What follows belongs to an exercise in optimizing a design on an open flow for small area, a short achievable clock period and few clock cycles per item; a production flow would make more cautious choices. RTL that was checked went through simulation tests only; none was proved equivalent to the original.

Setup of JK:
==> module p286_tmds_ser, before the edit <==
module p286_tmds_ser (
    input  wire        clk,
    input  wire        rst,         
    input  wire        in_valid,
    output wire        in_ready,
    input  wire        in_ctl,      
    input  wire        in_hsync,    
    input  wire        in_vsync,    
    input  wire [23:0] in_rgb,      
    output wire        out_valid,
    output wire [5:0]  out_unit
);
    reg  [4:0] t_q;         
    reg        run_q;       
    reg        rdy_q;       
    reg        last_q;      
    reg        ov_q;        
    reg        pix_q;       
    reg        m0_q;        
    reg        m9_q;        
    reg  [9:0] ring_q [0:2];
    reg  [2:0] inv_q;
    reg  [2:0] o_q;
    wire accept = in_valid && rdy_q;
    wire t0    = (t_q == 5'd0);
    wire pass1 = (t_q >= 5'd1) && (t_q <= 5'd10);
    wire t9    = (t_q == 5'd9);
    wire t10   = (t_q == 5'd10);
    wire k354  = (t_q == 5'd3) || (t_q == 5'd5) || (t_q == 5'd7) || (t_q == 5'd9) || (t_q == 5'd10);
    always @(posedge clk) begin
        if (rst) begin
            run_q  <= 1'b0;
            t_q    <= 5'd0;
            rdy_q  <= 1'b1;
            last_q <= 1'b0;
            ov_q   <= 1'b0;
        end else begin
            run_q  <= accept || (run_q && t_q != 5'd19);
            t_q    <= (!accept && run_q && t_q != 5'd19) ? t_q + 5'd1 : 5'd0;
            rdy_q  <= !accept && (!run_q || t_q == 5'd18 || t_q == 5'd19);
            last_q <= run_q && t_q == 5'd19;
            ov_q   <= (run_q && !t0) || last_q;
        end
    end
    always @(posedge clk) begin
        if (rdy_q) begin
            pix_q <= !in_ctl;
            m0_q  <= !in_hsync;
            m9_q  <= in_hsync ^ in_vsync;
        end
    end
    genvar c;
    generate
        for (c = 0; c < 3; c = c + 1) begin : ch
            wire [9:0] r = ring_q[c];
            wire [7:0] din = in_rgb[8*c +: 8];
            wire a1 = r[2], a2 = r[3], a3 = r[4], a4 = r[5], a5 = r[6], a6 = r[7], a7 = r[8];
            wire c1 = (a1 & a2) | (a1 & a3) | (a2 & a3);
            wire c2 = (a4 & a5) | (a4 & a6) | (a5 & a6);
            wire s1 = a1 ^ a2 ^ a3;
            wire s2 = a4 ^ a5 ^ a6;
            wire c3 = (s1 & s2) | (s1 & a7) | (s2 & a7);
            wire maj = (c1 & c2) | (c1 & c3) | (c2 & c3);
            wire inv = inv_q[c];
            wire fbp = t0 ? 1'b1 : t9 ? inv : t10 ? !inv : (r[9] ^ r[0] ^ inv);
            wire mk  = (c == 0) ? (t10 ? m9_q : m0_q) : 1'b0;
            wire fbc = k354 ^ mk;
            wire fb  = pix_q ? fbp : fbc;
            always @(posedge clk) begin
                if (rdy_q)
                    ring_q[c] <= {fb, din, r[1]};
                else
                    ring_q[c] <= {fb, r[9:1]};
                if (t0)
                    inv_q[c] <= maj;
                o_q[c] <= pass1 ? (fb ^ pix_q) : r[0];
            end
        end
    endgenerate
    assign in_ready  = rdy_q;
    assign out_valid = ov_q;
    assign out_unit  = {~o_q[2], o_q[2], ~o_q[1], o_q[1], ~o_q[0], o_q[0]};
endmodule
Settings: LEC_CHECK=0, CAP_MARGIN=20, CORE_MARGIN=2, CORE_UTILIZATION=40, SETUP_SLACK_MARGIN=3.0, SLEW_MARGIN=20; clock period 5.0 ns.
standard.sh (not shown) runs the stock make flow with config.mk's settings and CLKGATE_MAP_FILE= SYNTH_SCRIPT=/design/flow/synth_recipe.tcl, a recipe that flattens the netlist after the stock synthesis.
==> flow/flow/run.sh <==
#!/bin/bash
export BUFFER_PORTS_ARGS="-buffer_cell sky130_fd_sc_hd__buf_1"
bash standard.sh > standard.log 2>&1
Testbench counts of JK, summed over its fixed seeds: cycles 48,024, items 2,400.
Modified inputs, MS compared to JK
==> flow/design.v <==
module p286_tmds_ser (
    input  wire        clk,
    input  wire        rst,         
    input  wire        in_valid,
    output wire        in_ready,
    input  wire        in_ctl,      
    input  wire        in_hsync,    
    input  wire        in_vsync,    
    input  wire [23:0] in_rgb,      
    output wire        out_valid,
    output wire [5:0]  out_unit
);
    reg  [4:0] t_q;         
    reg        run_q;       
    reg        rdy_q;       
    reg        ld_q;        
    reg        last_q;      
    reg        ov_q;        
    reg        pix_q;       
    reg        m0_q;        
    reg        m9_q;        
    reg        mid_q;       
    reg        pass1_q;     
    reg  [9:0] ring_q [0:2];
    reg  [2:0] inv_q;
    reg  [2:0] k_q;         
    reg  [2:0] o_q;
    wire accept = in_valid && ld_q;
    wire t0     = (t_q == 5'd0);
    wire tend   = !run_q || (t_q == 5'd19);    
    wire k354n  = (t_q == 5'd2) || (t_q == 5'd4) || (t_q == 5'd6) || (t_q == 5'd8) || (t_q == 5'd9);
    wire t8     = (t_q == 5'd8);
    wire t9     = (t_q == 5'd9);
    always @(posedge clk) begin
        if (rst) begin
            run_q  <= 1'b0;
            t_q    <= 5'd0;
            rdy_q  <= 1'b1;
            ld_q   <= 1'b1;
            last_q <= 1'b0;
            ov_q   <= 1'b0;
        end else begin
            run_q  <= accept || (run_q && t_q != 5'd19);
            t_q    <= (!accept && run_q && t_q != 5'd19) ? t_q + 5'd1 : 5'd0;
            rdy_q  <= !(in_valid && rdy_q) && (!run_q || t_q == 5'd18 || t_q == 5'd19);
            ld_q   <= !accept && (!run_q || t_q[4:1] == 4'd9);
            last_q <= run_q && t_q == 5'd19;
            ov_q   <= (run_q && !t0) || last_q;
        end
    end
    always @(posedge clk) begin
        mid_q   <= run_q && pix_q && (t_q <= 5'd7);
        pass1_q <= run_q && (t_q <= 5'd9);
        if (ld_q) begin
            pix_q <= !in_ctl;
            m0_q  <= !in_hsync;
            m9_q  <= in_hsync ^ in_vsync;
        end
    end
    genvar c;
    generate
        for (c = 0; c < 3; c = c + 1) begin : ch
            wire [9:0] r = ring_q[c];
            wire [7:0] din = in_rgb[8*c +: 8];
            wire a1 = r[2], a2 = r[3], a3 = r[4], a4 = r[5], a5 = r[6], a6 = r[7], a7 = r[8];
            wire p12 = a1 & a2, p34 = a3 & a4, o12 = a1 | a2, o34 = a3 | a4;
            wire ge1a = o12 | o34;
            wire ge2a = p12 | p34 | (o12 & o34);
            wire ge3a = (p12 & o34) | (p34 & o12);
            wire ge4a = p12 & p34;
            wire ge1b = a5 | a6 | a7;
            wire ge2b = (a5 & a6) | (a5 & a7) | (a6 & a7);
            wire ge3b = a5 & a6 & a7;
            wire maj = ge4a | (ge3a & ge1b) | (ge2a & ge2b) | (ge1a & ge3b);
            wire inv = inv_q[c];
            wire x   = r[9] ^ r[0] ^ inv;
            wire fb  = mid_q ? x : k_q[c];
            wire mk  = (c == 0) ? (t9 ? m9_q : m0_q) : 1'b0;
            wire kn  = tend ? 1'b1 :
                       pix_q ? (t8 ? inv : !inv) :
                       (k354n ^ mk);
            always @(posedge clk) begin
                if (ld_q)
                    ring_q[c] <= {fb, din, r[1]};
                else
                    ring_q[c] <= {fb, r[9:1]};
                if (t0)
                    inv_q[c] <= maj;
                k_q[c] <= kn;
                o_q[c] <= mid_q ? !x : pass1_q ? (k_q[c] ^ pix_q) : r[0];
            end
        end
    endgenerate
    assign in_ready  = rdy_q;
    assign out_valid = ov_q;
    assign out_unit  = {~o_q[2], o_q[2], ~o_q[1], o_q[1], ~o_q[0], o_q[0]};
endmodule
Findings:
- Taking JK as the reference, in MS first-iteration DRC count now sits lower; final design utilization -0.19 points.
- Going from JK to MS, routed wire length shows an increase of 17%, largest fanout on the critical path now larger, die boundary width saw an increase, global-route usage went down 0.81 points.
- Higher critical path buffer and inverter count was reported by JK, not MS.
- Against JK, MS comes in about 11% higher on post-route cell area.
- MS — unique cell type count in the Yosys netlist about 26% higher, JK as reference
- MS against JK: final critical-path required period decreased by 0.073 ns relative to the old numbers; number of non-clock buffers in the layout shrank by 5.0%.
The RTL of MS was laid out without a check of its function.

separate check: timing with driven ports:
Ports are ideal in the flow. The routed layouts listed here were re-timed in OpenROAD.
Step 1, drivers: a clkbuf_16 drives clk and a buf_2 each remaining input, both assumed.
Step 2 times the ports against the registers' clock, not the clock port: input delays grow and output delays shrink by t, the midpoint of the rising clock arrivals with the driver on.
Three values: no drivers, after step 1, after step 2; two values: the first two.
run | t, ns | setup slack, ns | worst slew at a driven data input, ns | cell pins on the clock port's net
JK | 0.317 | 3.096 / 3.069 / 3.123 | 0.03 | 1
MS | 0.332 | 3.170 / 3.170 / 3.170 | 0.03 | 1
After both steps setup and hold are still met in every run listed.
